Background: an optimization exercise with open tools, aiming at small area, a short achievable clock period and few clock cycles. Do not read the settings as production practice.
Function was checked by simulation only, so behaviour that the tests miss may differ from the original.

[flow/flow/run.sh]
#!/bin/bash
# Own layout flow: the standard ORFS flow (standard.sh) on every step,
# unchanged, except that the timing repair after clock tree synthesis and
# after global routing aims for a larger setup slack than the default 0 ns
# (SETUP_SLACK_MARGIN), so that the resizer also speeds up paths that
# already meet the 20 ns clock. The clock, constraints, synthesis, floorplan,
# power grid and tap cells are the standard ones.
# The full output of the ORFS run goes to standard_flow.log here; each ORFS
# step also keeps its own log under orfs/logs/.
set -euo pipefail
bash standard.sh SETUP_SLACK_MARGIN=15 finish > standard_flow.log 2>&1
[flow/standard.sh]
#!/bin/bash
# synth_recipe.tcl (not shown) runs the flow's synth.tcl, then flattens the netlist and writes it again
# the make line also repeats each setting of config.mk as NAME=value (left out here)
make -C /OpenROAD-flow-scripts/flow DESIGN_CONFIG=/design/flow/config.mk WORK_HOME=/design/flow/orfs CLKGATE_MAP_FILE= SYNTH_SCRIPT=/design/flow/synth_recipe.tcl "${@:-finish}"
[flow/config.mk]
export PLATFORM = sky130hd
export DESIGN_NAME = bvm_encoder
export DESIGN_NICKNAME = bvm_encoder
export VERILOG_FILES = /design/flow/design.v
export SDC_FILE = /design/flow/constraint.sdc
export NUM_CORES = 4
export LEC_CHECK = 0
export ABC_AREA = 1
export CAP_MARGIN = 20
export CORE_MARGIN = 2
export CORE_UTILIZATION = 40
export SLEW_MARGIN = 20
export TNS_END_PERCENT = 0
[flow/constraint.sdc]
create_clock -name core_clock -period 20.0 [get_ports {clk}]
set_input_delay 4.0000 -clock core_clock [delete_from_list [all_inputs] [get_ports {clk}]]
set_output_delay 4.0000 -clock core_clock [all_outputs]
set_load 0.01 [all_outputs]
[flow/design.v]
module q_s1 (
    input  wire [31:0] x,
    output wire [13:0] mi,       
    output wire [18:0] ml,       
    output wire        lo,       
    output wire        hi        
);
    wire        s = x[31];
    wire [7:0]  e = x[30:23];
    wire [22:0] f = x[22:0];
    wire        nan = (&e) && (|f);
    assign lo = nan || (s && ((e > 8'd131) || (e == 8'd131 && (&f[22:20]) && (|f[19:0]))));
    assign hi = !nan && !s && ((e > 8'd129) || (e == 8'd129 && (f[22] || (f[21] && |f[20:0]))));
    wire g4 = !s && (e >= 8'd128);
    wire g2 = !g4 && !(s && ((e > 8'd130) || (e == 8'd130 && f[22] && f[21] && |f[20:0])));
    wire        tiny = (e < 8'd122);
    wire [24:0] m1 = {1'b1, f, 1'b0};
    reg  [24:0] xs;
    reg         stk;
    always @* begin
        case (e[3:0])
            4'd3: begin xs = m1 >> 0; stk = 1'b0; end
            4'd2: begin xs = m1 >> 1; stk = 1'b0; end
            4'd1: begin xs = m1 >> 2; stk = x[0]; end
            4'd0: begin xs = m1 >> 3; stk = |x[1:0]; end
            4'd15: begin xs = m1 >> 4; stk = |x[2:0]; end
            4'd14: begin xs = m1 >> 5; stk = |x[3:0]; end
            4'd13: begin xs = m1 >> 6; stk = |x[4:0]; end
            4'd12: begin xs = m1 >> 7; stk = |x[5:0]; end
            4'd11: begin xs = m1 >> 8; stk = |x[6:0]; end
            4'd10: begin xs = m1 >> 9; stk = |x[7:0]; end
            default: begin xs = 25'd0; stk = 1'b1; end
        endcase
    end
    wire [24:0] xf = tiny ? 25'd0 : xs;
    wire        st = tiny | stk;
    reg [32:0] w;
    always @* begin
        case ({s, st, g4, g2, xf[2:0]})
            7'd0: w = 33'h0ee200001;
            7'd1: w = 33'h0ee200001;
            7'd2: w = 33'h0ee200001;
            7'd3: w = 33'h0ee200001;
            7'd4: w = 33'h0ee200001;
            7'd5: w = 33'h0ee200001;
            7'd6: w = 33'h0ee200001;
            7'd7: w = 33'h0ee200001;
            7'd8: w = 33'h0ee200001;
            7'd9: w = 33'h0ee1fff82;
            7'd10: w = 33'h0ee200001;
            7'd11: w = 33'h0ee200080;
            7'd12: w = 33'h0ee200001;
            7'd13: w = 33'h0ee1fff82;
            7'd14: w = 33'h0ee200001;
            7'd15: w = 33'h0ee200080;
            7'd16: w = 33'h0ee200001;
            7'd17: w = 33'h0ee1fff82;
            7'd18: w = 33'h0ee1fff03;
            7'd19: w = 33'h0ee200080;
            7'd20: w = 33'h0ee200001;
            7'd21: w = 33'h0ee1fff82;
            7'd22: w = 33'h0ee2000ff;
            7'd23: w = 33'h0ee200080;
            7'd24: w = 33'h0ee200001;
            7'd25: w = 33'h0ee1fff82;
            7'd26: w = 33'h0ee1fff03;
            7'd27: w = 33'h0ee200080;
            7'd28: w = 33'h0ee200001;
            7'd29: w = 33'h0ee1fff82;
            7'd30: w = 33'h0ee2000ff;
            7'd31: w = 33'h0ee200080;
            7'd32: w = 33'h0ee200001;
            7'd33: w = 33'h0ee200001;
            7'd34: w = 33'h0ee200001;
            7'd35: w = 33'h0ee200001;
            7'd36: w = 33'h0ee200001;
            7'd37: w = 33'h0ee200001;
            7'd38: w = 33'h0ee200001;
            7'd39: w = 33'h0ee200001;
            7'd40: w = 33'h0ee200001;
            7'd41: w = 33'h0ee200080;
            7'd42: w = 33'h0ee200001;
            7'd43: w = 33'h0ee200080;
            7'd44: w = 33'h0ee200001;
            7'd45: w = 33'h0ee200080;
            7'd46: w = 33'h0ee200001;
            7'd47: w = 33'h0ee200080;
            7'd48: w = 33'h0ee200001;
            7'd49: w = 33'h0ee1fff82;
            7'd50: w = 33'h0ee2000ff;
            7'd51: w = 33'h0ee200080;
            7'd52: w = 33'h0ee200001;
            7'd53: w = 33'h0ee1fff82;
            7'd54: w = 33'h0ee2000ff;
            7'd55: w = 33'h0ee200080;
            7'd56: w = 33'h0ee200001;
            7'd57: w = 33'h0ee1fff82;
            7'd58: w = 33'h0ee2000ff;
            7'd59: w = 33'h0ee200080;
            7'd60: w = 33'h0ee200001;
            7'd61: w = 33'h0ee1fff82;
            7'd62: w = 33'h0ee2000ff;
            7'd63: w = 33'h0ee200080;
            7'd64: w = 33'h0ee200001;
            7'd65: w = 33'h0ee200001;
            7'd66: w = 33'h0ee200001;
            7'd67: w = 33'h0ee200001;
            7'd68: w = 33'h0ee200001;
            7'd69: w = 33'h0ee200001;
            7'd70: w = 33'h0ee200001;
            7'd71: w = 33'h0ee200001;
            7'd72: w = 33'h0ee200001;
            7'd73: w = 33'h0ee200080;
            7'd74: w = 33'h0ee200001;
            7'd75: w = 33'h0ee1fff82;
            7'd76: w = 33'h0ee200001;
            7'd77: w = 33'h0ee200080;
            7'd78: w = 33'h0ee200001;
            7'd79: w = 33'h0ee1fff82;
            7'd80: w = 33'h0ee200001;
            7'd81: w = 33'h0ee200080;
            7'd82: w = 33'h0ee2000ff;
            7'd83: w = 33'h0ee1fff82;
            7'd84: w = 33'h0ee200001;
            7'd85: w = 33'h0ee200080;
            7'd86: w = 33'h0ee1fff03;
            7'd87: w = 33'h0ee1fff82;
            7'd88: w = 33'h0ee200001;
            7'd89: w = 33'h0ee200080;
            7'd90: w = 33'h0ee2000ff;
            7'd91: w = 33'h0ee1fff82;
            7'd92: w = 33'h0ee200001;
            7'd93: w = 33'h0ee200080;
            7'd94: w = 33'h0ee1fff03;
            7'd95: w = 33'h0ee1fff82;
            7'd96: w = 33'h0ee1fff82;
            7'd97: w = 33'h0ee1fff82;
            7'd98: w = 33'h0ee1fff82;
            7'd99: w = 33'h0ee1fff82;
            7'd100: w = 33'h0ee1fff82;
            7'd101: w = 33'h0ee1fff82;
            7'd102: w = 33'h0ee1fff82;
            7'd103: w = 33'h0ee1fff82;
            7'd104: w = 33'h0ee200001;
            7'd105: w = 33'h0ee1fff82;
            7'd106: w = 33'h0ee200001;
            7'd107: w = 33'h0ee1fff82;
            7'd108: w = 33'h0ee200001;
            7'd109: w = 33'h0ee1fff82;
            7'd110: w = 33'h0ee200001;
            7'd111: w = 33'h0ee1fff82;
            7'd112: w = 33'h0ee200001;
            7'd113: w = 33'h0ee200080;
            7'd114: w = 33'h0ee1fff03;
            7'd115: w = 33'h0ee1fff82;
            7'd116: w = 33'h0ee200001;
            7'd117: w = 33'h0ee200080;
            7'd118: w = 33'h0ee1fff03;
            7'd119: w = 33'h0ee1fff82;
            7'd120: w = 33'h0ee200001;
            7'd121: w = 33'h0ee200080;
            7'd122: w = 33'h0ee1fff03;
            7'd123: w = 33'h0ee1fff82;
            7'd124: w = 33'h0ee200001;
            7'd125: w = 33'h0ee200080;
            7'd126: w = 33'h0ee1fff03;
            7'd127: w = 33'h0ee1fff82;
            default: w = 33'd3995074561;
        endcase
    end
    wire [32:0] xf7 = {1'b0, xf, 7'd0};
    wire [32:0] xf0 = {8'd0, xf};
    wire [32:0] p1  = s ? ~xf7 : xf7;
    wire [32:0] p2  = s ? xf0 : ~xf0;
    wire [32:0] s2  = p1 ^ p2 ^ w;
    wire [32:0] c2  = {(p1[31:0] & p2[31:0]) | (p1[31:0] & w[31:0]) | (p2[31:0] & w[31:0]), 1'b0};
    wire [32:0] m   = s2 + c2;
    assign mi = m[32:19];
    assign ml = m[18:0];
endmodule
module q_s2 (
    input  wire [13:0] mi,
    input  wire [18:0] ml,
    input  wire        lo,
    input  wire        hi,
    output wire [7:0]  q
);
    wire [24:0] pr = {mi, 12'd0} - {3'd0, mi, 8'd0} - {5'd0, mi, 6'd0}
                   - {6'd0, mi, 5'd0} + {11'd0, mi} + 25'h20000;
    wire [7:0]  j1  = pr[24:17];         
    wire        r0  = (pr[16:11] == 6'd0);
    wire        r34 = (pr[16:12] == 5'h1F);
    reg [1:0] dp;    
    reg [2:0] dn;    
    always @* begin
        case (j1)
            8'd124, 8'd148, 8'd177, 8'd178, 8'd212, 8'd217, 8'd241, 8'd247: dp = 2'd1;
            8'd246: dp = 2'd2;
            default: dp = 2'd0;
        endcase
    end
    always @* begin
        case (j1)
            8'd138, 8'd139, 8'd143, 8'd168, 8'd173, 8'd197, 8'd202, 8'd226, 8'd231, 8'd235: dn = 3'd3;
            8'd237: dn = 3'd5;
            8'd118, 8'd128, 8'd131, 8'd132, 8'd133, 8'd136, 8'd137, 8'd141, 8'd142, 8'd152, 8'd157, 8'd160, 8'd162, 8'd165, 8'd167, 8'd170, 8'd171, 8'd172, 8'd181, 8'd186, 8'd191, 8'd196, 8'd201, 8'd204, 8'd205, 8'd206, 8'd215, 8'd220, 8'd221, 8'd225, 8'd229, 8'd230, 8'd234, 8'd244, 8'd250, 8'd253, 8'd254: dn = 3'd2;
            8'd16, 8'd21, 8'd32, 8'd33, 8'd38, 8'd42, 8'd43, 8'd49, 8'd55, 8'd59, 8'd64, 8'd65, 8'd66, 8'd68, 8'd69, 8'd70, 8'd71, 8'd76, 8'd77, 8'd80, 8'd81, 8'd82, 8'd84, 8'd85, 8'd86, 8'd87, 8'd93, 8'd97, 8'd98, 8'd99, 8'd101, 8'd102, 8'd103, 8'd109, 8'd110, 8'd113, 8'd114, 8'd115, 8'd117, 8'd121, 8'd122, 8'd125, 8'd126, 8'd127, 8'd130, 8'd135, 8'd140, 8'd146, 8'd149, 8'd151, 8'd154, 8'd156, 8'd159, 8'd161, 8'd164, 8'd166, 8'd169, 8'd174, 8'd175, 8'd180, 8'd185, 8'd189, 8'd190, 8'd193, 8'd194, 8'd195, 8'd198, 8'd199, 8'd200, 8'd203, 8'd209, 8'd210, 8'd213, 8'd214, 8'd218, 8'd219, 8'd223, 8'd224, 8'd228, 8'd233, 8'd239, 8'd242, 8'd243, 8'd248, 8'd249, 8'd252: dn = 3'd1;
            8'd236: dn = 3'd4;
            default: dn = 3'd0;
        endcase
    end
    wire lt1 = (ml[18:7] == 12'd0) && (ml[6:0] != 7'h7F);    
    wire lt2 = (ml[18:8] == 11'd0) && (ml[7:1] != 7'h7F);    
    wire sub = r0 && ((dp == 2'd1 && lt1) || (dp == 2'd2 && lt2));
    wire ge1 = (ml >= 19'd524161), ge2 = (ml >= 19'd524034), ge3 = (ml >= 19'd523907),
         ge4 = (ml >= 19'd523780), ge5 = (ml >= 19'd523653);
    wire add = r34 && ((dn == 3'd1 && ge1) || (dn == 3'd2 && ge2) || (dn == 3'd3 && ge3) ||
                       (dn == 3'd4 && ge4) || (dn == 3'd5 && ge5));
    reg [7:0] up, dw;
    integer i;
    always @* begin
        for (i = 0; i < 8; i = i + 1) begin
            up[i] = (i == 0) ? 1'b1 : &(j1 | ~(8'hFF >> (8 - i)));
            dw[i] = (i == 0) ? 1'b1 : ~|(j1 & (8'hFF >> (8 - i)));
        end
    end
    assign q = lo ? 8'd1 : (hi ? 8'd255 :
               (sub ? (j1 ^ dw) : (add ? (j1 ^ up) : j1)));
endmodule
module tz24 (
    input  wire [23:0] v,
    output reg  [4:0]  n
);
    integer i;
    always @* begin
        n = 5'd27;
        for (i = 23; i >= 0; i = i - 1)
            if (v[i]) n = i[4:0] + 5'd3;
    end
endmodule
module lzc32 (
    input  wire [31:0] v,
    output wire [4:0]  n
);
    wire [15:0] z1;  wire [15:0] c1;
    genvar g;
    generate
        for (g = 0; g < 16; g = g + 1) begin : l1
            assign z1[g] = !(v[2*g+1] | v[2*g]);
            assign c1[g] = !v[2*g+1];
        end
    endgenerate
    wire [7:0] z2;  wire [15:0] c2;
    generate
        for (g = 0; g < 8; g = g + 1) begin : l2
            assign z2[g] = z1[2*g+1] & z1[2*g];
            assign c2[2*g+1:2*g] = z1[2*g+1] ? {1'b1, c1[2*g]} : {1'b0, c1[2*g+1]};
        end
    endgenerate
    wire [3:0] z3;  wire [11:0] c3;
    generate
        for (g = 0; g < 4; g = g + 1) begin : l3
            assign z3[g] = z2[2*g+1] & z2[2*g];
            assign c3[3*g+2:3*g] = z2[2*g+1] ? {1'b1, c2[4*g+1:4*g]} : {1'b0, c2[4*g+3:4*g+2]};
        end
    endgenerate
    wire [1:0] z4;  wire [7:0] c4;
    generate
        for (g = 0; g < 2; g = g + 1) begin : l4
            assign z4[g] = z3[2*g+1] & z3[2*g];
            assign c4[4*g+3:4*g] = z3[2*g+1] ? {1'b1, c3[6*g+2:6*g]} : {1'b0, c3[6*g+5:6*g+3]};
        end
    endgenerate
    assign n = z4[1] ? {1'b1, c4[3:0]} : {1'b0, c4[7:4]};
endmodule
module disp_s1 (
    input  wire [31:0] a,
    input  wire [31:0] b,
    output wire        ok,       
    output wire [27:0] sum,      
    output wire [7:0]  ex,       
    output wire        sign,     
    output wire        sp_nan,   
    output wire        sp_inf,   
    output wire        zsign     
);
    wire       sa = a[31], sb = b[31];
    wire [7:0] ea = a[30:23], eb = b[30:23];
    wire       an = |ea, bn = |eb;
    wire a_nan = (&ea) && (|a[22:0]);
    wire b_nan = (&eb) && (|b[22:0]);
    wire a_inf = (&ea) && !(|a[22:0]);
    wire b_inf = (&eb) && !(|b[22:0]);
    assign ok = !(b[30:0] > a[30:0]);
    wire [7:0]  eb1 = {eb[7:1], eb[0] | !bn};
    assign ex = {ea[7:1], ea[0] | !an};
    wire [23:0] mx = {an, a[22:0]};
    wire [23:0] mz = {bn, b[22:0]};
    wire [4:0]  tz;
    tz24 u_tz (.v(mz), .n(tz));
    wire [7:0]  d  = ex - eb1;
    wire [26:0] zs  = (d >= 8'd27) ? 27'd0 : ({mz, 3'b000} >> d[4:0]);
    wire        stk = (d > {3'd0, tz});
    wire [26:0] mz_al = {zs[26:1], zs[0] | stk};
    wire same = (sa == sb);
    wire [27:0] mx_ext = {1'b0, mx, 3'b000};
    wire [27:0] mz_ext = {1'b0, mz_al};
    assign sum = mx_ext + (same ? mz_ext : ~mz_ext) + {27'd0, !same};
    assign sp_nan = a_nan || b_nan || (a_inf && b_inf && (sa != sb));
    assign sp_inf = a_inf || b_inf;
    assign sign   = a_inf ? sa : (b_inf ? sb : sa);
    assign zsign  = sa & sb;
endmodule
module disp_s2 (
    input  wire [27:0] sum,
    input  wire [7:0]  ex,
    input  wire        sign,
    input  wire        sp_nan,
    input  wire        sp_inf,
    input  wire        zsign,
    output reg  [31:0] y
);
    reg  [26:0] mark;         
    reg  [26:0] above;        
    integer k;
    always @* begin
        for (k = 0; k < 27; k = k + 1)
            mark[k] = (ex == 8'd27 - k);
        above[0] = (ex > 8'd27);
        for (k = 1; k < 27; k = k + 1)
            above[k] = above[k-1] | mark[k-1];
    end
    wire [4:0]  lz;
    lzc32 u_lz (.v({sum[26:0] | mark, 5'b11111}), .n(lz));
    wire [26:0] nl   = sum[26:0] << lz;
    wire [26:0] norm = sum[27] ? {sum[27:2], sum[1] | sum[0]} : nl;
    wire        big  = sum[27] || (|(sum[26:0] & above));
    wire [7:0]  hexp = sum[27] ? ex : (ex - {3'd0, lz} - 8'd1);
    wire        ovf0 = sum[27] && (ex == 8'hFE);             
    wire [26:0] hsig = big ? norm : {1'b0, norm[26:2], norm[1] | norm[0]};
    wire        ru   = hsig[2] & (hsig[1] | hsig[0] | hsig[3]);
    wire [7:0]  he   = big ? hexp : 8'd0;
    wire [30:0] base = {he, hsig[25:3]};
    wire [30:0] rnd  = base + {30'd0, ru};
    wire        ovf  = ovf0 || (rnd[30:23] == 8'hFE);
    always @* begin
        if (sp_nan)
            y = 32'h7FC00000;
        else if (sp_inf)
            y = {sign, 8'hFF, 23'd0};
        else if (sum == 28'd0)
            y = {zsign, 31'd0};
        else if (ovf)
            y = {sign, 8'hFF, 23'd0};
        else
            y = {sign, rnd};
    end
endmodule
module bvm_encoder (
    input  wire        clk,
    input  wire        rst,
    input  wire        cmd_valid,
    output wire        cmd_ready,
    input  wire [71:0] cmd_word,
    output reg         rsp_valid,
    output wire [35:0] rsp_word,
    input  wire [31:0] cur_l,
    input  wire [31:0] cur_r,
    input  wire [1:0]  rdy,
    output wire        out_valid,
    output wire [7:0]  out_byte
);
    localparam [3:0] OP_NOP = 4'h0, OP_INIT = 4'h1, OP_ADVANCE = 4'h2,
                     OP_UPDATE = 4'h3, OP_GETCUR = 4'h4, OP_SAMPLE = 4'h5,
                     OP_SETLEVELS = 4'h6, OP_ENCODE = 4'h7, OP_GETDISP = 4'h8,
                     OP_GETSTAT = 4'h9;
    localparam [31:0] FLOOR_DB = 32'hC2C80000;   
    reg [31:0] lvl_a, lvl_b;
    reg        ph;
    reg        e_ill, e_port;        
    reg [1:0]  first;                
    reg        em1, em2, em3;        
    reg        dwait;                
    reg [1:0]  rsp_code;
    reg        data_en;              
    reg [31:0] rsp_data;
    wire busy = em1 | em2 | dwait;
    assign cmd_ready = !busy;
    wire acc = cmd_valid && !busy;
    wire [3:0]  op  = cmd_word[3:0];
    wire        ch  = cmd_word[4];
    wire [2:0]  rsv = cmd_word[7:5];
    wire [31:0] opa = cmd_word[39:8];
    wire [31:0] opb = cmd_word[71:40];
    wire illegal = (op >= 4'hA) || (rsv != 3'd0) ||
                   (ch && !(op == OP_INIT || op == OP_ADVANCE ||
                            op == OP_UPDATE || op == OP_GETCUR));
    wire port_violation = !illegal &&
                   (op == OP_INIT || op == OP_ADVANCE || op == OP_UPDATE);
    wire legal = !illegal && !port_violation;
    wire c_sample = acc && legal && (op == OP_SAMPLE);
    wire c_setlv  = acc && legal && (op == OP_SETLEVELS);
    wire c_encode = acc && legal && (op == OP_ENCODE);
    wire c_getdsp = acc && legal && (op == OP_GETDISP);
    wire c_getcur = acc && legal && (op == OP_GETCUR);
    wire c_getst  = acc && legal && (op == OP_GETSTAT);
    wire lvl_we   = rst || c_sample || c_setlv;
    reg  [13:0] pq_mi;               
    reg  [18:0] pq_ml;
    reg         pq_lo, pq_hi;
    reg         pq_r, pq_v;          
    reg  [7:0]  q_l, q_r;
    wire [13:0] mi1;
    wire [18:0] ml1;
    wire        lo1, hi1;
    wire [7:0]  q2;
    q_s1 u_q1 (.x(lvl_a), .mi(mi1), .ml(ml1), .lo(lo1), .hi(hi1));
    q_s2 u_q2 (.mi(pq_mi), .ml(pq_ml), .lo(pq_lo), .hi(pq_hi), .q(q2));
    reg  [27:0] d_sum;
    reg  [7:0]  d_ex;
    reg         d_sign, d_nan, d_inf, d_zs, d_v, d_ok;
    reg         has_disp;            
    wire [27:0] s1_sum;
    wire [7:0]  s1_ex;
    wire        s1_sign, s1_nan, s1_inf, s1_zs, s1_ok;
    wire [31:0] disp;
    disp_s1 u_d1 (.a(lvl_a), .b(lvl_b), .ok(s1_ok), .sum(s1_sum), .ex(s1_ex), .sign(s1_sign),
                  .sp_nan(s1_nan), .sp_inf(s1_inf), .zsign(s1_zs));
    disp_s2 u_d2 (.sum(d_sum), .ex(d_ex), .sign(d_sign), .sp_nan(d_nan),
                  .sp_inf(d_inf), .zsign(d_zs), .y(disp));
    wire d_wr = d_v && d_ok;
    wire disp_now = has_disp || d_wr;    
    always @(posedge clk) begin
        pq_mi <= mi1;
        pq_ml <= ml1;
        pq_lo <= lo1;
        pq_hi <= hi1;
        pq_r  <= ph;
        d_sum <= s1_sum;
        d_ex  <= s1_ex;
        d_sign <= s1_sign;
        d_nan <= s1_nan;
        d_inf <= s1_inf;
        d_zs  <= s1_zs;
        d_ok  <= s1_ok;
        if (c_getcur || c_getst)
            rsp_data <= op[0] ? {20'd0, 2'b00, first, 2'b00, rdy, 2'b00, e_port, e_ill}
                              : (ch ? cur_r : cur_l);
        else if (d_wr)
            rsp_data <= disp;
        if (acc) begin
            rsp_code <= illegal ? 2'd1 : (port_violation ? 2'd2 : 2'd0);
            data_en  <= c_getcur || c_getst || c_getdsp;
        end
    end
    always @(posedge clk) begin
        if (lvl_we) begin
            lvl_a <= rst ? FLOOR_DB : (op[0] ? cur_l : opa);
            lvl_b <= rst ? FLOOR_DB : (op[0] ? cur_r : opb);
        end else begin
            lvl_a <= lvl_b;
            lvl_b <= lvl_a;
        end
        if (rst) begin
            e_ill     <= 1'b0;
            e_port    <= 1'b0;
            first     <= 2'd0;
            rsp_valid <= 1'b0;
            em1       <= 1'b0;
            em2       <= 1'b0;
            em3       <= 1'b0;
            dwait     <= 1'b0;
            ph        <= 1'b0;
            pq_v      <= 1'b0;
            d_v       <= 1'b0;
            has_disp  <= 1'b0;
            q_l       <= 8'd1;
            q_r       <= 8'd1;
        end else begin
            if (acc && illegal) begin
                e_ill <= 1'b1;
                if (first == 2'd0) first <= 2'd1;
            end
            if (acc && port_violation) begin
                e_port <= 1'b1;
                if (first == 2'd0) first <= 2'd2;
            end
            ph    <= lvl_we ? 1'b0 : !ph;
            pq_v  <= !lvl_we;
            d_v   <= !lvl_we;
            has_disp <= disp_now && !lvl_we && !c_getcur && !c_getst;
            if (pq_v) begin
                if (pq_r) q_r <= q2;
                else      q_l <= q2;
            end
            em1   <= c_encode;
            em2   <= em1;
            em3   <= em2;
            dwait <= c_getdsp ? !disp_now : (dwait && !disp_now);
            rsp_valid <= (acc && !c_encode && !(c_getdsp && !disp_now)) || em2 ||
                         (dwait && disp_now);
        end
    end
    assign out_valid = em1 | em2 | em3;
    assign out_byte  = em1 ? q_l : (em2 ? q_r : 8'h00);
    assign rsp_word  = {rsp_data & {32{data_en}}, 2'b00, rsp_code};
endmodule
==> run_results.csv, run 1 <==
group,metric,value,unit
timing,fin_setup_tns,0,ns
status,status,"finished clean",
logic_synthesis,ys_ff_latch,204,
global_routing,grt_overflow,0,
clock_network,tritoncts,"done",
clock_network,cts.sinks,204,
detailed_routing,initialDrtViolationCount,3311,
job,maxCapViolations,0,
cells_and_area,drive_gt1_share,13.1,%
setup_path,end_kind,"flop",
logic_synthesis,synth_edf_count,35,
die,core_area,59100,µm²
setup_path,required,20.47,ns
logic_synthesis,synthAdderAreaFrac,13.1,%
timing,fin_crit_sh,28.5,%
cells_and_area,final_core_util,49.9,%
clock_network,insertion_delay,0.58,ns
logic_synthesis,yosysUniqueCellTypes,64,
clock_network,htreeDepth,1,
global_routing,grt_max_degree,76,
detailed_routing,num_vias,27900,
setup_path,path_class,"primary input to flop",
setup_path,critPathLaunchType,"primary input",
timing,max_slew.worst_pin.slew,1.01,ns
logic_synthesis,async_reset_ff_share,0,%
timing,clock_skew,0.0363,ns
min_path,hp-class,"flop to flop",
setup_path,path_max_fanout,10,
cells_and_area,multi_input_area,18000,µm²
die,dieArea,61900,µm²
detailed_routing,first_pass_iters,8,
logic_synthesis,ys_dominant_reg_cell,"dfxtp_1",
detailed_routing,remaining_drc_errors,0,
die,boundaryPins,188,
clock_network,clkTransAtPathRegs,0.06,ns
global_routing,first_global_vias,25700,
detailed_routing,ant_nets,0,
logic_synthesis,ys_warn_count,5,
global_routing,antenna_found_initial,4,
logic_synthesis,synth-seq-area-share,18.5,%
timing,max_freq,175,MHz
logic_synthesis,synth_compound_area_share,19.1,%
timing,hold_viol,0,
timing,setup_violations,0,
cells_and_area,fin_area,29500,µm²
die,die_width,249,µm
clock_network,cts_buffers,26,
logic_synthesis,synth_simple_gate_area_share,33.3,%
place,place_congestion,0.994,
timing,maxSlewViolCount,0,
clock_network,root_buffer,"clkbuf_16",
logic_synthesis,synth_top_family_by_area,"simple AND/OR/NAND/NOR gates",
die,start_util,40.6,%
clock_network,cts_buffer_depth,3,
logic_synthesis,synthCells,3839,
die,rows,89,
logic_synthesis,syn_area,24000,µm²
detailed_routing,wire_per_inst,20.6,µm
global_routing,grt_use_total,30.9,%
cells_and_area,ff_latch_area,4500,µm²
setup_path,arrival,6.18,ns
logic_synthesis,synth_mux_area_share,0.459,%
cells_and_area,nNetsFinal,4446,
cells_and_area,syn2layout_area_growth,23.1,%
place,portBuffers,185,
global_routing,grt_pass1_wl,151000,µm
logic_synthesis,synth_xor_area_share,5.44,%
place,hpwl,75700,µm
timing,rsz0062_at_grt,"true",
logic_synthesis,syn_area_per_cell,6.25,µm²
timing,setup_slack,14.29,ns
place,placed_area,26400,µm²
place,pre_cts_ws,11.92,ns
timing,relSlewSlack,32.1,%
detailed_routing,wirelength,100000,µm
timing,period_needed,5.71,ns
die,die_h,249,µm
cells_and_area,n_fill_cell,6129,
detailed_routing,post_drt_via_cell_ratio,5.73,
## repair_timing
action | 4_1_cts | 5_1_grt
cloned | 10 | 1
hold buffers | 0 | 0
endpoints found under the setup margin | 252 | 238
gates resized for setup | 327 | 112
pin swaps | 33 | 54
buffers inserted | 81 | 54
## layer usage
layer	part of all wire (%)	vias to the layer above	track usage [%]
li1	-	13400	-
met1	44	12800	43.7
met2	41	1457	45.3
met3	11	236	7.03
met4	4.3	6	12.1
met5	0.043	-	0
## layout make-up
| cell class | instances | area share, % |
|---|---|---|
| clock buffer | 34 | 2.48 |
| clock inverter | 13 | 0.547 |
| timing repair inverter | 3 | 0.0508 |
| sequential | 204 | 15.3 |
| multi-input combinational | 3019 | 61.0 |
| timing repair buffer | 356 | 11.1 |
| tap | 773 | 3.28 |
| antenna | 3 | 0.0254 |
| inverter | 470 | 6.27 |
## critical path, stage by stage
cell and delay, ns:
dlygate4sd2_1 0.25, nor2_1 0.09, inv_1 0.08, nor2_4 0.12, nor2_1 0.05, nand2_1 0.09
nand2_2 0.09, nor2_4 0.11, inv_2 0.07, nor2_2 0.09, inv_2 0.08, nor2_4 0.18
buf_12 0.17, buf_12 0.12, bufbuf_16 0.28, nor2_1 0.05, a311oi_1 0.24
## sequential cells by signal, indices dropped and copies added (netlist names), 8 cells and up, named ones only
| name | flops |
|---|---|
| q_r | 8 |
| rsp_data | 32 |
| lvl_a | 32 |
| lvl_b | 32 |
| pq_ml | 19 |
| pq_mi | 14 |
| d_sum | 28 |
| q_l | 8 |
| d_ex | 8 |
## layout by cell type, fill, tap and decap left out, types with 134 or more instances in the layout
cell             count
buf_4              147
a21oi_1            199
inv_1              405
nand2_1            927
ha_1               165
clkdlybuf4s50_1    134
nand3_1            322
dfxtp_1            137
nor2_1             357
o21ai_0            192
## cells in the mapped netlist, types with 7 or more instances
cell type | count | area share [%]
clkbuf_1 | 102 | 1.6
a31oi_1 | 29 | 0.76
o21ai_0 | 215 | 4.5
fa_1 | 45 | 3.8
o21ai_1 | 12 | 0.25
nor2_1 | 390 | 6.1
o2111ai_1 | 20 | 0.73
nor3_1 | 42 | 0.88
o221ai_1 | 13 | 0.47
nand3b_1 | 8 | 0.25
a21oi_1 | 216 | 4.5
inv_1 | 439 | 6.9
o211ai_1 | 20 | 0.63
a311oi_1 | 54 | 2.0
o31ai_1 | 14 | 0.44
nor2_2 | 25 | 0.65
dfxtp_1 | 169 | 14
edfxtp_1 | 35 | 4.4
mux2i_1 | 11 | 0.46
a221oi_1 | 22 | 0.80
nor4_1 | 18 | 0.47
inv_2 | 14 | 0.22
ha_1 | 180 | 9.4
nand4_1 | 65 | 1.7
nand3_1 | 328 | 6.8
buf_4 | 8 | 0.25
clkinv_1 | 16 | 0.25
or2_2 | 24 | 0.63
xor2_1 | 121 | 4.4
o21a_1 | 9 | 0.28
o21bai_1 | 11 | 0.34
o22ai_1 | 68 | 1.8
xnor2_1 | 28 | 1.0
a21o_1 | 10 | 0.31
buf_1 | 16 | 0.25
a211oi_1 | 9 | 0.28
nand2_1 | 956 | 15
a22oi_1 | 7 | 0.22
buf_2 | 17 | 0.35
nand2_2 | 9 | 0.23
## final timing paths
kind,startpoint,end,slack [ns],cells past startpoint
hold reg to reg,ph,pq_r,0.35,0
hold / removal,ph,pq_r,0.35,0
setup / recovery,cmd_word[3],lvl_a[6],14.29,17
setup reg to reg,lvl_a[25],pq_mi[10],14.37,35
## cell families (layout without fill, tap and decap cells)
group / after synthesis / after routing
AO/OA/AOI/OAI: 750 / 750
XOR/XNOR: 149 / 149
adder cells (fa/ha/maj): 225 / 225
buffers and inverters: 619 / 876
flip-flops: 204 / 204
multiplexers: 11 / 11
other: 1 / 5
AND/OR/NAND/NOR: 1880 / 1882
## stage by stage
step,instances,hold slack (ns)
3_5_place_dp,4679,0.345
6_report,4875,0.354
5_1_grt,4872,0.365
4_1_cts,4817,0.356
3_3_place_gp,4679,0.343
2_1_floorplan,3840,0.331
Testbench counts, summed over its fixed seeds: cycles 16,188.
==> inputs of run 2 (changes only) <==
--- a/flow/flow/run.sh
+++ b/flow/flow/run.sh
@@ -10,2 +10,2 @@
 set -euo pipefail
-bash standard.sh SETUP_SLACK_MARGIN=15 finish > standard_flow.log 2>&1
+bash standard.sh SETUP_SLACK_MARGIN=14 finish > standard_flow.log 2>&1
==> run_results.csv, run 2 <==
group,metric,value,unit
logic_synthesis,async_reset_ff_share,0,%
place,pre_cts_ws,12.66,ns
logic_synthesis,syn_area,24000,µm²
detailed_routing,num_vias,27400,
die,dieArea,61900,µm²
timing,relSlewSlack,32.3,%
setup_path,arrival,2.05,ns
place,place_congestion,0.991,
status,status,"finished clean",
detailed_routing,first_pass_iters,6,
global_routing,grt_pass1_wl,146000,µm
global_routing,grt_overflow,0,
timing,max_slew.worst_pin.slew,1.01,ns
die,boundaryPins,188,
timing,maxSlewViolCount,0,
setup_path,cp_common_cell,"nor2_1",
timing,setup_violations,0,
cells_and_area,n_fill_cell,6190,
die,die_h,249,µm
clock_network,root_buffer,"clkbuf_16",
min_path,hp-class,"flop to flop",
setup_path,path_max_fanout,11,
detailed_routing,post_drt_via_cell_ratio,5.70,
timing,hold_viol,0,
logic_synthesis,synthCells,3839,
setup_path,slowest_delay,0.60,ns
cells_and_area,final_cell_mix,"nand2_1, inv_1, nor2_1",
setup_path,cp_slowest_cell,"clkdlybuf4s50_1",
logic_synthesis,synth_area_leaders,"nand2_1, dfxtp_1, ha_1, inv_1, nand3_1",
logic_synthesis,synth_edf_count,35,
logic_synthesis,synth.top_cell.area_share,15.0,%
setup_path,worstPathCellList,"nor2_1 -> inv_1 -> nor2_1 -> clkdlybuf4s50_1",
global_routing,grt_use_total,29.9,%
die,rows,89,
logic_synthesis,ys_dominant_reg_cell,"dfxtp_1",
setup_path,critPathLaunchType,"flop",
timing,fin_setup_tns,0,ns
timing,setup_slack,13.95,ns
job,maxCapViolations,0,
logic_synthesis,ys_ff_latch,204,
timing,fin_crit_sh,30.2,%
logic_synthesis,synth-seq-area-share,18.5,%
logic_synthesis,ys_warn_count,5,
logic_synthesis,yosys.area.top_type,"nand2_1",
cells_and_area,layout_commonest_cell,"nand2_1",
setup_path,end_kind,"primary output",
logic_synthesis,yosys-top-cells-count,"nand2_1, inv_1, nor2_1",
detailed_routing,wire_per_inst,20.6,µm
die,core_area,59100,µm²
detailed_routing,initialDrtViolationCount,2903,
setup_path,required,16.00,ns
cells_and_area,syn2layout_area_growth,19.2,%
logic_synthesis,yosysUniqueCellTypes,64,
detailed_routing,wirelength,98900,µm
cells_and_area,nNetsFinal,4372,
clock_network,cts.sinks,204,
clock_network,htreeDepth,1,
place,portBuffers,185,
clock_network,insertion_delay,0.57,ns
setup_path,path_class,"flop to primary output",
cells_and_area,top_regs,"lvl_a: 32 flops, lvl_b: 32 flops, rsp_data: 32 flops",
clock_network,tritoncts,"done",
logic_synthesis,synth_most_common_cell,"nand2_1",
timing,clock_skew,0.0205,ns
timing,period_needed,6.05,ns
detailed_routing,ant_nets,0,
global_routing,grt_max_degree,95,
die,start_util,40.6,%
die,die_width,249,µm
clock_network,clkTransAtPathRegs,0.07,ns
global_routing,first_global_vias,24700,
timing,rsz0062_at_grt,"true",
clock_network,cts_buffer_depth,3,
cells_and_area,drive_gt1_share,9.36,%
global_routing,antenna_found_initial,4,
clock_network,cts_buffers,26,
logic_synthesis,syn_area_per_cell,6.25,µm²
timing,max_freq,165,MHz
place,hpwl,76000,µm
detailed_routing,remaining_drc_errors,0,
[run 2: layer usage]
layer  track usage [%]  part of all wire, %  vias up
li1                  -                    -    13300
met1              42.0                   44    12600
met2              45.0                   42     1361
met3              7.41                   11      185
met4              8.31                  3.0        0
met5                 0                    0        -
[run 2: layout make-up]
type	instances	area, µm²	area share, %
clock buffers	38	741	2.59
well taps	773	967	3.38
multi-input cells	3019	17700	61.9
diodes	2	5.00	0.0175
repair inverters	1	5.00	0.0175
flip-flops and latches	204	4470	15.6
inverters	470	1840	6.43
repair buffers	284	2730	9.54
clock inverters	10	129	0.451
[run 2: worst paths after layout]
check                 from   endpoint  slack (ns)  cells past startpoint
hold reg to reg         ph       pq_r        0.35                      0
setup / recovery       em2  cmd_ready       13.95                      4
setup reg to reg  lvl_a[0]  pq_mi[12]       14.18                     45
hold / removal          ph       pq_r        0.35                      0
[run 2: kinds of logic after synthesis]
kind of cell | share of synthesized area (%)
AOI/OAI and AO/OA | 19.1
xor gates and xnor gates | 5.44
adders and majority gates | 13.1
buffers and inverters | 10.1
DFF | 18.5
muxes | 0.459
other | 0.0156
and+or+nand+nor | 33.3
[run 2: critical path, delay by kind of cell, from the launching register on]
kind                   cells  cell delay [ns]
buffers and inverters      2             0.65
flip-flops                 1             0.44
AND/OR/NAND/NOR            2             0.39
[run 2: through the flow]
step	hold slack (ns)	cells	cell area, µm²	utilization, %
4_1_cts	0.356	4747	27600	46.7
6_report	0.353	4801	28600	48.3
2_1_floorplan	0.331	3840	24000	-
5_1_grt	0.366	4799	28600	48.3
3_3_place_gp	0.338	4682	26400	44.7
3_5_place_dp	0.341	4682	26400	44.7
[run 2: repair_timing]
item	4_1_cts	5_1_grt
gates cloned	1	5
setup buffers	16	46
gates resized for setup	47	169
endpoints found under the setup margin	165	190
hold buffers	0	0
pin swaps	6	26
==> inputs of run 3 (changes only) <==
--- a/flow/flow/run.sh
+++ b/flow/flow/run.sh
@@ -10,2 +10,2 @@
 set -euo pipefail
-bash standard.sh SETUP_SLACK_MARGIN=14 finish > standard_flow.log 2>&1
+bash standard.sh SETUP_SLACK_MARGIN=16 finish > standard_flow.log 2>&1
==> run_results.csv, run 3 <==
group,metric,value,unit
status,status,"finished clean",
logic_synthesis,syn_area,24000,µm²
detailed_routing,wire_per_inst,20.6,µm
timing,fin_setup_tns,0,ns
logic_synthesis,synth_edf_count,35,
die,die_h,249,µm
cells_and_area,syn2layout_area_growth,23.1,%
logic_synthesis,syn_area_per_cell,6.25,µm²
die,core_area,59100,µm²
cells_and_area,layout_commonest_cell,"nand2_1",
logic_synthesis,synth-seq-area-share,18.5,%
detailed_routing,post_drt_via_cell_ratio,5.73,
setup_path,end_kind,"flop",
clock_network,cts_buffer_depth,3,
setup_path,arrival,6.18,ns
logic_synthesis,async_reset_ff_share,0,%
clock_network,tritoncts,"done",
global_routing,grt_overflow,0,
cells_and_area,nNetsFinal,4446,
setup_path,path_max_fanout,10,
clock_network,ctsHoldBuffers,0,
detailed_routing,first_pass_iters,8,
logic_synthesis,synth_mux_area_share,0.459,%
clock_network,cts_buffers,26,
timing,fin_hold_ws,0.354,ns
setup_path,crit_family,"buffers and inverters",
logic_synthesis,synthCells,3839,
timing,max_freq,175,MHz
die,die_width,249,µm
die,start_util,40.6,%
logic_synthesis,synth_top_family_by_area,"simple AND/OR/NAND/NOR gates",
die,boundaryPins,188,
place,place_congestion,0.994,
global_routing,grt_use_total,30.9,%
timing,max_slew.worst_pin.slew,1.01,ns
timing,maxSlewViolCount,0,
logic_synthesis,ys_warn_count,5,
logic_synthesis,yosys-top-cells-count,"nand2_1, inv_1, nor2_1",
job,maxCapViolations,0,
min_path,hp-class,"flop to flop",
setup_path,path_class,"primary input to flop",
setup_path,worstPathCellList,"dlygate4sd2_1 -> nor2_1 -> inv_1 -> nor2_4 -> nor2_1 -> nand2_1 -> nand2_2 -> nor2_4 -> inv_2 -> nor2_2 -> inv_2 -> nor2_4 -> buf_12 -> buf_12 -> bufbuf_16 -> nor2_1 -> a311oi_1",
logic_synthesis,ys_ff_latch,204,
setup_path,required,20.47,ns
die,dieArea,61900,µm²
cells_and_area,multi_input_area,18000,µm²
logic_synthesis,synth_area_leaders,"nand2_1, dfxtp_1, ha_1, inv_1, nand3_1",
timing,period_needed,5.71,ns
global_routing,antenna_found_initial,4,
global_routing,grt_max_degree,76,
die,rows,89,
logic_synthesis,synthAdderAreaFrac,13.1,%
setup_path,cp_slowest_cell,"bufbuf_16",
timing,hold_viol,0,
cells_and_area,drive_gt1_share,13.1,%
logic_synthesis,synth_most_common_cell,"nand2_1",
clock_network,htreeDepth,1,
setup_path,critPathLaunchType,"primary input",
timing,setup_violations,0,
timing,clock_skew,0.0363,ns
cells_and_area,top_regs,"lvl_a: 32 flops, lvl_b: 32 flops, rsp_data: 32 flops",
clock_network,cts.sinks,204,
logic_synthesis,yosys.area.top_type,"nand2_1",
logic_synthesis,synth_compound_area_share,19.1,%
detailed_routing,initialDrtViolationCount,3311,
detailed_routing,remaining_drc_errors,0,
clock_network,clkTransAtPathRegs,0.06,ns
global_routing,grt_pass1_wl,151000,µm
logic_synthesis,yosysUniqueCellTypes,64,
logic_synthesis,synth_xor_area_share,5.44,%
place,hpwl,75700,µm
logic_synthesis,ys_dominant_reg_cell,"dfxtp_1",
logic_synthesis,synth_simple_gate_area_share,33.3,%
detailed_routing,ant_nets,0,
timing,fin_crit_sh,28.5,%
setup_path,slowest_delay,0.28,ns
cells_and_area,ff_latch_area,4500,µm²
timing,relSlewSlack,32.1,%
detailed_routing,num_vias,27900,
cells_and_area,final_cell_mix,"nand2_1, inv_1, nor2_1",
clock_network,insertion_delay,0.58,ns
timing,rsz0062_at_grt,"true",
cells_and_area,n_fill_cell,6129,
place,portBuffers,185,
setup_path,critPathBufInv,7,
logic_synthesis,synth.top_cell.area_share,15.0,%
global_routing,first_global_vias,25700,
clock_network,root_buffer,"clkbuf_16",
detailed_routing,wirelength,100000,µm
-- run 3: cell counts after synthesis --
No cell type changed its count.
-- run 3: kinds of logic after synthesis --
kind of cell	after synthesis
compound gates	750
xor+xnor	149
fa+ha+maj	225
buf+inv	619
flops	204
mux	11
other cells	1
simple gates	1880
-- run 3: metal layers --
metal / wire [µm] / vias to the layer above / global-route usage (%)
met5: 43 / - / 0
li1: - / 13400 / -
met3: 10800 / 236 / 7.03
met4: 4330 / 6 / 12.1
met1: 43900 / 12800 / 43.7
met2: 41300 / 1457 / 45.3
-- run 3: final timing paths --
check	slack, ns	to	depth (start not counted)	from
setup / recovery	14.29	lvl_a[6]	17	cmd_word[3]
hold / removal	0.35	pq_r	0	ph
setup reg to reg	14.37	pq_mi[10]	35	lvl_a[25]
hold reg to reg	0.35	pq_r	0	ph
-- run 3: metrics by stage --
stage / utilization (%) / cell area, µm² / setup WS (ns) / std cells
final: 49.9 / 29500 / 14.29 / 4875
after global routing: 49.9 / 29500 / 14.01 / 4872
after CTS: 48.6 / 28700 / 14.39 / 4817
after detailed placement: 44.7 / 26400 / 11.92 / 4679
after global placement: 44.7 / 26400 / 12.05 / 4679
after floorplan: - / 24100 / 14.34 / 3840
-- run 3: what timing repair did --
item	4_1_cts	5_1_grt
gates resized for setup	327	112
setup buffers	81	54
setup endpoints to repair	266	263
pin swaps	33	54
gates cloned	10	1
-- run 3: worst reg2reg max path, delay by kind of cell, from the launching register on --
kind | cells | cell delay (ns)
AO/OA/AOI/OAI | 15 | 2.10
adder cells (fa/ha/maj) | 3 | 1.09
AND/OR/NAND/NOR | 9 | 1.02
buffers and inverters | 7 | 0.74
flip-flops | 1 | 0.43
XOR/XNOR | 1 | 0.14
-- run 3: cell type report --
cell class,count,share of cell area [%]
antenna,3,0.0254
clock buffer,34,2.48
clock inverter,13,0.547
inverter,470,6.27
multi-input combinational,3019,61.0
sequential,204,15.3
tap,773,3.28
timing repair buffer,356,11.1
timing repair inverter,3,0.0508

==> port drivers added, routing unchanged <==
No port has a modelled driver above. Below, the same layouts with a new extraction and two added sets of constraints.
Step 1 sets driving cells, clkbuf_16 on the clock port and buf_2 on the other inputs (assumed; they add their load-dependent delay and slew).
Step 2 moves the port delays by t, midway between the first and last clock arrival at a register: inputs arrive t later, outputs are due t later. That takes back most of the time a late clock gives input paths.
Slacks: ideal / step 1 / step 2; pairs: ideal / step 1.
| run | shift t [ns] | setup slack, ns | worst setup path after step 2 | worst register clock-pin slew, ns |
|---|---|---|---|---|
| run 1 | 0.624 | 14.293 / 14.331 / 13.712 | input to register | 0.07 / 0.07 |
| run 2 | 0.625 | 13.955 / 13.894 / 13.412 | input to register | 0.07 / 0.07 |
| run 3 | 0.624 | 14.293 / 14.331 / 13.712 | input to register | 0.07 / 0.07 |
After both steps setup and hold are still met in every run listed.
